What follows belongs to an exercise in optimizing a design on an open flow for small area, a short achievable clock period and few clock cycles per item; a production flow would make more cautious choices. At most, simulation tests tie the RTL to the original design; equivalence was not proved. No activity file was given, so power comes from the tool's default toggle rates.

==> willow: inputs <==
==> flow/design.v <==
module clkrate_engine (
    input  wire        clk,
    input  wire        rst,
    input  wire        start,
    input  wire [31:0] tag,
    input  wire [1:0]  core,
    output wire        ready,
    output reg         done,
    output wire [63:0] rate,
    output reg  [1:0]  err,
    input  wire [63:0] osc_hz,
    input  wire [63:0] intosc_hz,
    input  wire [63:0] fpga_hz,
    input  wire [31:0] m_pllglob,
    input  wire [31:0] m_pllm,
    input  wire [31:0] m_pllc1,
    input  wire [31:0] m_pllc2,
    input  wire [31:0] m_pllc3,
    input  wire [31:0] p_pllglob,
    input  wire [31:0] p_pllm,
    input  wire [31:0] p_pllc1,
    input  wire [31:0] p_pllc2,
    input  wire [31:0] p_pllc3,
    input  wire [31:0] m_nocclk,
    input  wire [31:0] m_nocdiv,
    input  wire [31:0] ctrl,
    input  wire [31:0] core01ctr,
    input  wire [31:0] core23ctr,
    input  wire [31:0] core2ctr,
    input  wire [31:0] core3ctr,
    input  wire [31:0] p_emacctl,
    input  wire [31:0] emacactr,
    input  wire [31:0] emacbctr,
    input  wire [31:0] emacptpctr
);
    parameter integer R1 = 2;                    
    parameter integer R2 = 2;                    
    localparam integer N1  = 64 / R1;
    localparam integer N2  = 64 / R2;
    localparam integer K2S = ((42 + R2 - 1) / R2) * R2;   
    localparam integer PS  = 64 - K2S;           
    localparam [1:0] ERR_OK          = 2'd0;
    localparam [1:0] ERR_UNSUPPORTED = 2'd1;
    localparam [1:0] ERR_DIVZERO     = 2'd2;
    localparam [2:0] S_IDLE = 3'd0;
    localparam [2:0] S_L1   = 3'd1;
    localparam [2:0] S_L2   = 3'd2;
    localparam [2:0] S_P1   = 3'd3;
    localparam [2:0] S_P2   = 3'd4;
    reg  [2:0]  state;
    reg         sup_q;       
    reg  [3:0]  t;           
    reg  [1:0]  core_q;
    reg         pll_q;       
    reg         peri_q;      
    reg  [1:0]  osel_q;      
    reg         skip;        
    reg  [73:0] z;
    reg  [3:0]  aq;          
    reg  [9:0]  mq;          
    reg  [3:0]  ra;          
    reg  [R1-1:0] dq;        
    reg  [10:0] c1, c2, c3;  
    reg  [10:0] r1, r2, r3;  
    reg  [R2-1:0] q1p, q2p;  
    reg  [5:0]  cnt;         
    reg  [2:0]  shamt;
    reg         zr;          
    reg         zsrc_q;      
    reg         fault_q;     
    assign ready = (state == S_IDLE);
    assign rate  = zr ? 64'd0 : (z[63:0] >> shamt);
    wire is_mpu  = (t == 4'd0);
    wire is_emac = (t == 4'd6) || (t == 4'd7) || (t == 4'd8);
    wire is_ptp  = (t == 4'd9);
    reg emac_sel;
    always @(*) begin
        case (t)
            4'd6:    emac_sel = p_emacctl[26];
            4'd7:    emac_sel = p_emacctl[27];
            default: emac_sel = p_emacctl[28];
        endcase
    end
    reg [31:0] gsel;
    always @(*) begin
        if (is_mpu)       gsel = core_q[1] ? core23ctr : core01ctr;
        else if (is_emac) gsel = emac_sel ? emacbctr : emacactr;
        else if (is_ptp)  gsel = emacptpctr;
        else              gsel = m_nocclk;
    end
    wire [2:0]  src  = gsel[18:16];
    wire        pll  = (src[2:1] == 2'b00);
    wire        peri = src[0];
    wire [31:0] pllglob = peri ? p_pllglob : m_pllglob;
    wire [1:0]  psrc    = pllglob[17:16];
    wire [3:0]  aref    = pllglob[11:8];
    wire [31:0] corex = core_q[0] ? core3ctr : core2ctr;
    wire [1:0] l4mp = m_nocdiv[17:16];
    wire [1:0] l4sp = m_nocdiv[19:18];
    reg  [2:0] shamt_d;
    always @(*) begin
        case (t)
            4'd2, 4'd10, 4'd12: shamt_d = {1'b0, l4mp};
            4'd3:               shamt_d = {1'b0, l4sp};
            4'd4:               shamt_d = ctrl[0] ? 3'd1 : 3'd2;
            4'd5, 4'd11:        shamt_d = {1'b0, l4mp} + 3'd2;
            default:            shamt_d = 3'd0;
        endcase
    end
    wire [31:0] pllm = peri_q ? p_pllm : m_pllm;
    wire [31:0] pglob_q = peri_q ? p_pllglob : m_pllglob;
    reg  [31:0] pllc;
    always @(*) begin
        if (is_mpu)                  pllc = peri_q ? p_pllc1 : m_pllc1;
        else if (is_emac || is_ptp)  pllc = peri_q ? p_pllc2 : m_pllc2;
        else                         pllc = peri_q ? p_pllc3 : m_pllc3;
    end
    reg [63:0] f;
    always @(*) begin
        case (osel_q)
            2'd0:    f = osc_hz;
            2'd1:    f = intosc_hz;
            default: f = fpga_hz;
        endcase
    end
    wire f_hi0 = (f[63:32] == 32'd0);
    reg [R1-1:0] qd;
    reg [3:0]    ra_n;
    reg [4:0]    tr_a;
    integer i;
    always @(*) begin
        ra_n = ra;
        for (i = 0; i < R1; i = i + 1) begin
            tr_a = {ra_n, z[73-i]};
            qd[R1-1-i] = (tr_a >= {1'b0, aq});
            ra_n = qd[R1-1-i] ? (tr_a - {1'b0, aq}) : tr_a[3:0];
        end
    end
    wire [R1+9:0] dm   = dq * mq;
    wire [73:0]   addp = skip ? ({{(64-R1-PS){1'b0}}, dm} << PS) : {{(64-R1){1'b0}}, dm};
    wire [73:0]   z_p1 = {z[73-R1:0], {R1{1'b0}}} + addp;
    function [11:0] dstep;           
        input [10:0] r;
        input        b;
        input [10:0] c;
        reg   [11:0] tr;
        begin
            tr = {r, b};
            if (tr > {1'b0, c}) dstep = {1'b1, tr[10:0] - c - 11'd1};
            else                dstep = {1'b0, tr[10:0]};
        end
    endfunction
    reg [R2-1:0] q1n, q2n, q3n;
    reg [10:0]   r1_n, r2_n, r3_n;
    reg [11:0]   s1, s2, s3;
    integer j;
    always @(*) begin
        r1_n = r1; r2_n = r2; r3_n = r3;
        for (j = 0; j < R2; j = j + 1) begin
            s1 = dstep(r1_n, z[63-j], c1);
            s2 = dstep(r2_n, q1p[R2-1-j], c2);
            s3 = dstep(r3_n, q2p[R2-1-j], c3);
            r1_n = s1[10:0]; r2_n = s2[10:0]; r3_n = s3[10:0];
            q1n[R2-1-j] = s1[11];
            q2n[R2-1-j] = s2[11];
            q3n[R2-1-j] = s3[11];
        end
    end
    wire early1 = !sup_q;                        
    wire early2 = zsrc_q || fault_q;             
    wire last   = (cnt == 6'd0);
    always @(posedge clk) begin
        if (rst) begin
            state <= S_IDLE;
            done  <= 1'b0;
        end else begin
            done <= 1'b0;
            case (state)
                S_IDLE: if (start) state <= S_L1;
                S_L1: begin
                    if (early1) begin
                        done  <= 1'b1;
                        state <= S_IDLE;
                    end else begin
                        state <= S_L2;
                    end
                end
                S_L2: begin
                    if (early2) begin
                        done  <= 1'b1;
                        state <= S_IDLE;
                    end else begin
                        state <= pll_q ? S_P1 : S_P2;
                    end
                end
                S_P1: if (last) state <= S_P2;
                default: begin
                    if (last) begin
                        done  <= 1'b1;
                        state <= S_IDLE;
                    end
                end
            endcase
        end
    end
    always @(posedge clk) begin
        case (state)
            S_IDLE: begin
                sup_q  <= (tag <= 32'd12);
                t      <= tag[3:0];
                core_q <= core;
            end
            S_L1: begin
                pll_q   <= pll;
                peri_q  <= peri;
                osel_q  <= pll ? psrc : (src[1:0] ^ 2'b10);    
                shamt   <= shamt_d;
                c2      <= (is_mpu || is_emac || is_ptp) ? gsel[10:0] : 11'd0;
                c3      <= (is_mpu && core_q[1]) ? corex[10:0] : 11'd0;
                zsrc_q  <= pll ? (psrc == 2'd3) : (src > 3'd4);
                fault_q <= pll && (psrc != 2'd3) && (aref == 4'd0);
                err     <= ERR_UNSUPPORTED;
                zr      <= 1'b1;
            end
            S_L2: begin
                aq   <= pglob_q[11:8];
                mq   <= pllm[9:0];
                ra   <= 4'd0;
                dq   <= {R1{1'b0}};
                r1   <= 11'd0;
                r2   <= 11'd0;
                r3   <= 11'd0;
                q1p  <= {R2{1'b0}};
                q2p  <= {R2{1'b0}};
                c1   <= pll_q ? pllc[10:0] : 11'd0;
                skip <= f_hi0;
                zr   <= early2;
                err  <= fault_q ? ERR_DIVZERO : ERR_OK;
                if (pll_q) begin
                    z   <= f_hi0 ? {f[31:0], 42'd0} : {f, 10'd0};
                    cnt <= f_hi0 ? N1/2 : N1;
                end else begin
                    z   <= f_hi0 ? {10'd0, f[31:0], 32'd0} : {10'd0, f};
                    cnt <= f_hi0 ? N2/2 + 1 : N2 + 1;
                end
            end
            S_P1: begin
                z   <= z_p1;
                ra  <= ra_n;
                dq  <= qd;
                cnt <= last ? (skip ? K2S / R2 + 1 : N2 + 1) : cnt - 6'd1;
            end
            default: begin    
                z[63:0] <= {z[63-R2:0], q3n};
                r1  <= r1_n;
                r2  <= r2_n;
                r3  <= r3_n;
                q1p <= q1n;
                q2p <= q2n;
                cnt <= cnt - 6'd1;
            end
        endcase
    end
endmodule
==> flow/run.sh <==
#!/bin/bash
# synth_recipe.tcl (not shown) runs the flow's synth.tcl, then flattens the netlist and writes it again
# the make line also repeats each setting of config.mk as NAME=value (left out here)
make -C /OpenROAD-flow-scripts/flow DESIGN_CONFIG=/design/flow/config.mk WORK_HOME=/design/flow/orfs CLKGATE_MAP_FILE= SYNTH_SCRIPT=/design/flow/synth_recipe.tcl finish
==> flow/config.mk <==
export PLATFORM = sky130hd
export DESIGN_NAME = clkrate_engine
export DESIGN_NICKNAME = clkrate_engine
export VERILOG_FILES = /design/flow/design.v
export SDC_FILE = /design/flow/constraint.sdc
export NUM_CORES = 4
export LEC_CHECK = 0
export CAP_MARGIN = 20
export CORE_AREA = 5 5 335 335
export DIE_AREA = 0 0 340 340
export SETUP_SLACK_MARGIN = 5
export SLEW_MARGIN = 20
==> flow/constraint.sdc <==
create_clock -name core_clock -period 10.0 [get_ports {clk}]
set_input_delay 2.0000 -clock core_clock [delete_from_list [all_inputs] [get_ports {clk}]]
set_output_delay 2.0000 -clock core_clock [all_outputs]
set_load 0.01 [all_outputs]
==> indigo: changes against willow <==
==> flow/design.v, changed modules only <==
module clkrate_engine (
    input  wire        clk,
    input  wire        rst,
    input  wire        start,
    input  wire [31:0] tag,
    input  wire [1:0]  core,
    output wire        ready,
    output reg         done,
    output wire [63:0] rate,
    output reg  [1:0]  err,
    input  wire [63:0] osc_hz,
    input  wire [63:0] intosc_hz,
    input  wire [63:0] fpga_hz,
    input  wire [31:0] m_pllglob,
    input  wire [31:0] m_pllm,
    input  wire [31:0] m_pllc1,
    input  wire [31:0] m_pllc2,
    input  wire [31:0] m_pllc3,
    input  wire [31:0] p_pllglob,
    input  wire [31:0] p_pllm,
    input  wire [31:0] p_pllc1,
    input  wire [31:0] p_pllc2,
    input  wire [31:0] p_pllc3,
    input  wire [31:0] m_nocclk,
    input  wire [31:0] m_nocdiv,
    input  wire [31:0] ctrl,
    input  wire [31:0] core01ctr,
    input  wire [31:0] core23ctr,
    input  wire [31:0] core2ctr,
    input  wire [31:0] core3ctr,
    input  wire [31:0] p_emacctl,
    input  wire [31:0] emacactr,
    input  wire [31:0] emacbctr,
    input  wire [31:0] emacptpctr
);
    localparam integer R1 = 2;                   
    parameter integer R2 = 2;                    
    localparam integer N1  = 64 / R1;
    localparam integer N2  = 64 / R2;
    localparam integer K2S = ((42 + R2 - 1) / R2) * R2;   
    localparam [1:0] ERR_OK          = 2'd0;
    localparam [1:0] ERR_UNSUPPORTED = 2'd1;
    localparam [1:0] ERR_DIVZERO     = 2'd2;
    localparam [2:0] S_IDLE = 3'd0;
    localparam [2:0] S_L1   = 3'd1;
    localparam [2:0] S_L2   = 3'd2;
    localparam [2:0] S_P1   = 3'd3;
    localparam [2:0] S_P2   = 3'd4;
    reg  [2:0]  state;
    reg         sup_q;       
    reg  [3:0]  t;           
    reg  [1:0]  core_q;
    reg         pll_q;       
    reg         peri_q;      
    reg  [1:0]  osel_q;      
    reg         skip;        
    reg  [73:0] z;
    reg  [3:0]  aq;          
    reg  [9:0]  mq;          
    reg  [11:0] mq3;         
    reg  [2:0]  hi0;         
    reg  [3:0]  ra;          
    reg  [R1-1:0] dq;        
    reg  [10:0] c1, c2, c3;  
    reg  [10:0] r1, r2, r3;  
    reg  [R2-1:0] q1p, q2p;  
    reg  [5:0]  cnt;         
    reg         zr;          
    reg         zsrc_q;      
    reg         fault_q;     
    assign ready = (state == S_IDLE);
    assign rate  = zr ? 64'd0 : z[63:0];
    wire is_mpu  = (t == 4'd0);
    wire is_emac = (t == 4'd6) || (t == 4'd7) || (t == 4'd8);
    wire is_ptp  = (t == 4'd9);
    reg emac_sel;
    always @(*) begin
        case (t)
            4'd6:    emac_sel = p_emacctl[26];
            4'd7:    emac_sel = p_emacctl[27];
            default: emac_sel = p_emacctl[28];
        endcase
    end
    reg [31:0] gsel;
    always @(*) begin
        if (is_mpu)       gsel = core_q[1] ? core23ctr : core01ctr;
        else if (is_emac) gsel = emac_sel ? emacbctr : emacactr;
        else if (is_ptp)  gsel = emacptpctr;
        else              gsel = m_nocclk;
    end
    wire [2:0]  src  = gsel[18:16];
    wire        pll  = (src[2:1] == 2'b00);
    wire        peri = src[0];
    wire [31:0] pllglob = peri ? p_pllglob : m_pllglob;
    wire [1:0]  psrc    = pllglob[17:16];
    wire [3:0]  aref    = pllglob[11:8];
    wire [31:0] corex = core_q[0] ? core3ctr : core2ctr;
    wire [1:0] l4mp = m_nocdiv[17:16];
    wire [1:0] l4sp = m_nocdiv[19:18];
    reg  [2:0] shamt_d;
    always @(*) begin
        case (t)
            4'd2, 4'd10, 4'd12: shamt_d = {1'b0, l4mp};
            4'd3:               shamt_d = {1'b0, l4sp};
            4'd4:               shamt_d = ctrl[0] ? 3'd1 : 3'd2;
            4'd5, 4'd11:        shamt_d = {1'b0, l4mp} + 3'd2;
            default:            shamt_d = 3'd0;
        endcase
    end
    reg [4:0] pow2m1;                
    always @(*) begin
        case (shamt_d)
            3'd0:    pow2m1 = 5'h00;
            3'd1:    pow2m1 = 5'h01;
            3'd2:    pow2m1 = 5'h03;
            3'd3:    pow2m1 = 5'h07;
            3'd4:    pow2m1 = 5'h0f;
            default: pow2m1 = 5'h1f;
        endcase
    end
    wire [31:0] pllm = peri_q ? p_pllm : m_pllm;
    wire [31:0] pglob_q = peri_q ? p_pllglob : m_pllglob;
    reg  [31:0] pllc;
    always @(*) begin
        if (is_mpu)                  pllc = peri_q ? p_pllc1 : m_pllc1;
        else if (is_emac || is_ptp)  pllc = peri_q ? p_pllc2 : m_pllc2;
        else                         pllc = peri_q ? p_pllc3 : m_pllc3;
    end
    reg [63:0] f;
    always @(*) begin
        case (osel_q)
            2'd0:    f = osc_hz;
            2'd1:    f = intosc_hz;
            default: f = fpga_hz;
        endcase
    end
    wire f_hi0 = (osel_q == 2'd0) ? hi0[0] : (osel_q == 2'd1) ? hi0[1] : hi0[2];
    reg [R1-1:0] qd;
    reg [3:0]    ra_n;
    reg [4:0]    tr_a;
    integer i;
    always @(*) begin
        ra_n = ra;
        for (i = 0; i < R1; i = i + 1) begin
            tr_a = {ra_n, z[73-i]};
            qd[R1-1-i] = (tr_a >= {1'b0, aq});
            ra_n = qd[R1-1-i] ? (tr_a - {1'b0, aq}) : tr_a[3:0];
        end
    end
    reg  [11:0] dm;
    always @(*) begin
        case (dq)
            2'd0:    dm = 12'd0;
            2'd1:    dm = {2'b00, mq};
            2'd2:    dm = {1'b0, mq, 1'b0};
            default: dm = mq3;
        endcase
    end
    wire [14:0] plo = {1'b0, z[11:0], 2'b00} + {3'd0, dm};
    wire [59:0] zhi = z[71:12];
    reg  [59:0] phi;
    integer k;
    always @(*) begin
        for (k = 0; k < 60; k = k + 1)
            phi[k] = zhi[k] ^ (plo[14] & (&(zhi | ~((60'd1 << k) - 60'd1))));
    end
    wire [73:0] z_p1 = {phi, plo[13:0]};
    function [11:0] dstep;           
        input [10:0] r;
        input        b;
        input [10:0] c;
        reg   [11:0] tr;
        begin
            tr = {r, b};
            if (tr > {1'b0, c}) dstep = {1'b1, tr[10:0] - c - 11'd1};
            else                dstep = {1'b0, tr[10:0]};
        end
    endfunction
    reg [R2-1:0] q1n, q2n, q3n;
    reg [10:0]   r1_n, r2_n, r3_n;
    reg [11:0]   s1, s2, s3;
    integer j;
    always @(*) begin
        r1_n = r1; r2_n = r2; r3_n = r3;
        for (j = 0; j < R2; j = j + 1) begin
            s1 = dstep(r1_n, skip ? z[K2S-1-j] : z[63-j], c1);
            s2 = dstep(r2_n, q1p[R2-1-j], c2);
            s3 = dstep(r3_n, q2p[R2-1-j], c3);
            r1_n = s1[10:0]; r2_n = s2[10:0]; r3_n = s3[10:0];
            q1n[R2-1-j] = s1[11];
            q2n[R2-1-j] = s2[11];
            q3n[R2-1-j] = s3[11];
        end
    end
    wire early1 = !sup_q;                        
    wire early2 = zsrc_q || fault_q;             
    wire last   = (cnt == 6'd0);
    always @(posedge clk) begin
        if (rst) begin
            state <= S_IDLE;
            done  <= 1'b0;
        end else begin
            done <= 1'b0;
            case (state)
                S_IDLE: if (start) state <= S_L1;
                S_L1: begin
                    if (early1) begin
                        done  <= 1'b1;
                        state <= S_IDLE;
                    end else begin
                        state <= S_L2;
                    end
                end
                S_L2: begin
                    if (early2) begin
                        done  <= 1'b1;
                        state <= S_IDLE;
                    end else begin
                        state <= pll_q ? S_P1 : S_P2;
                    end
                end
                S_P1: if (last) state <= S_P2;
                default: begin
                    if (last) begin
                        done  <= 1'b1;
                        state <= S_IDLE;
                    end
                end
            endcase
        end
    end
    always @(posedge clk) begin
        if (state == S_IDLE) begin
            sup_q  <= (tag <= 32'd12);
            t      <= tag[3:0];
            core_q <= core;
        end
        pll_q   <= pll;
        peri_q  <= peri;
        osel_q  <= pll ? psrc : (src[1:0] ^ 2'b10);      
        c2      <= (is_mpu || is_emac || is_ptp) ? gsel[10:0] : 11'd0;
        c3      <= (is_mpu && core_q[1]) ? corex[10:0] : {6'd0, pow2m1};
        zsrc_q  <= pll ? (psrc == 2'd3) : (src > 3'd4);
        fault_q <= pll && (psrc != 2'd3) && (aref == 4'd0);
        aq      <= pglob_q[11:8];
        mq      <= pllm[9:0];
        mq3     <= {2'b00, mq} + {1'b0, mq, 1'b0};
        hi0     <= {fpga_hz[63:32] == 32'd0, intosc_hz[63:32] == 32'd0, osc_hz[63:32] == 32'd0};
        c1      <= pll_q ? pllc[10:0] : 11'd0;
        skip    <= pll_q && f_hi0;
        zr      <= !sup_q || zsrc_q || fault_q;
        err     <= !sup_q ? ERR_UNSUPPORTED : fault_q ? ERR_DIVZERO : ERR_OK;
        ra  <= (state == S_P1) ? ra_n : 4'd0;
        dq  <= (state == S_P1) ? qd : {R1{1'b0}};
        r1  <= (state == S_P2) ? r1_n : 11'd0;
        r2  <= (state == S_P2) ? r2_n : 11'd0;
        r3  <= (state == S_P2) ? r3_n : 11'd0;
        q1p <= (state == S_P2) ? q1n : {R2{1'b0}};
        q2p <= (state == S_P2) ? q2n : {R2{1'b0}};
        case (state)
            S_L2: begin
                if (pll_q) begin
                    z   <= f_hi0 ? {f[31:0], 42'd0} : {f, 10'd0};
                    cnt <= f_hi0 ? N1/2 : N1;
                end else begin
                    z   <= f_hi0 ? {10'd0, f[31:0], 32'd0} : {10'd0, f};
                    cnt <= f_hi0 ? N2/2 + 1 : N2 + 1;
                end
            end
            S_P1: begin
                z   <= z_p1;
                cnt <= last ? (skip ? K2S / R2 + 1 : N2 + 1) : cnt - 6'd1;
            end
            default: begin
                z[63:0] <= {z[63-R2:K2S] & {(64-R2-K2S){~skip}}, z[K2S-1:0], q3n};
                cnt     <= cnt - 6'd1;
            end
        endcase
    end
endmodule
==> run notes <==
metric	indigo	willow
Post-route met1 wirelength	33.2 mm	37.6 mm
Final-layout clock buffer total	42	17
Buffers outside the clock class	545	568
DR WL met2	39.8 mm	40.4 mm
Dpl hpwl	69.8 mm	70.6 mm
Via count	18200	20700
Post-CTS setup buffer count	0	15
Number of non-clock inverters	98	112
Buffers plus inverters on the worst setup path	2	3
Fin Clk Skew	0.0394 ns	0.0251 ns
Seq Cell Count	206	194
Power per standard cell area	176 mW/mm²	140 mW/mm²
Run status	finished clean	finished clean
Share of the clock period used by the worst path after layout	46.3%	49.9%
Testbench counts of indigo, summed over its fixed seeds: cycles 70,186, items 2,400.
Only the layout flow was run in willow; the RTL was not checked for function there.

separate check: timing with driven ports:
The results above use ideal ports. As a check the final layouts listed here were re-extracted and re-timed, cells and wires unchanged. Step 1 (the two cells are an assumption about what drives the block):
set clk [get_ports {clk}]
set_driving_cell -lib_cell sky130_fd_sc_hd__clkbuf_16 $clk
set_driving_cell -lib_cell sky130_fd_sc_hd__buf_2 [delete_from_list [all_inputs] $clk]
Step 2 also shifts input and output timing later by t, the mid clock arrival at the registers, as if the neighbouring blocks saw the same clock. Three values: ideal ports, drivers, drivers and shift; two values: the first two.
| run | t, ns | setup WS [ns] | hold WS [ns] |
|---|---|---|---|
| willow | 0.548 | 5.010 / 5.021 / 4.473 | 0.592 / 0.592 / 0.592 |
| indigo | 0.656 | 5.372 / 5.372 / 5.052 | 0.418 / 0.418 / 0.418 |
After both steps setup and hold are still met in every run listed. For willow, which loses most, drivers alone change the setup slack by +0.011 ns; drivers and shift together by -0.537 ns.
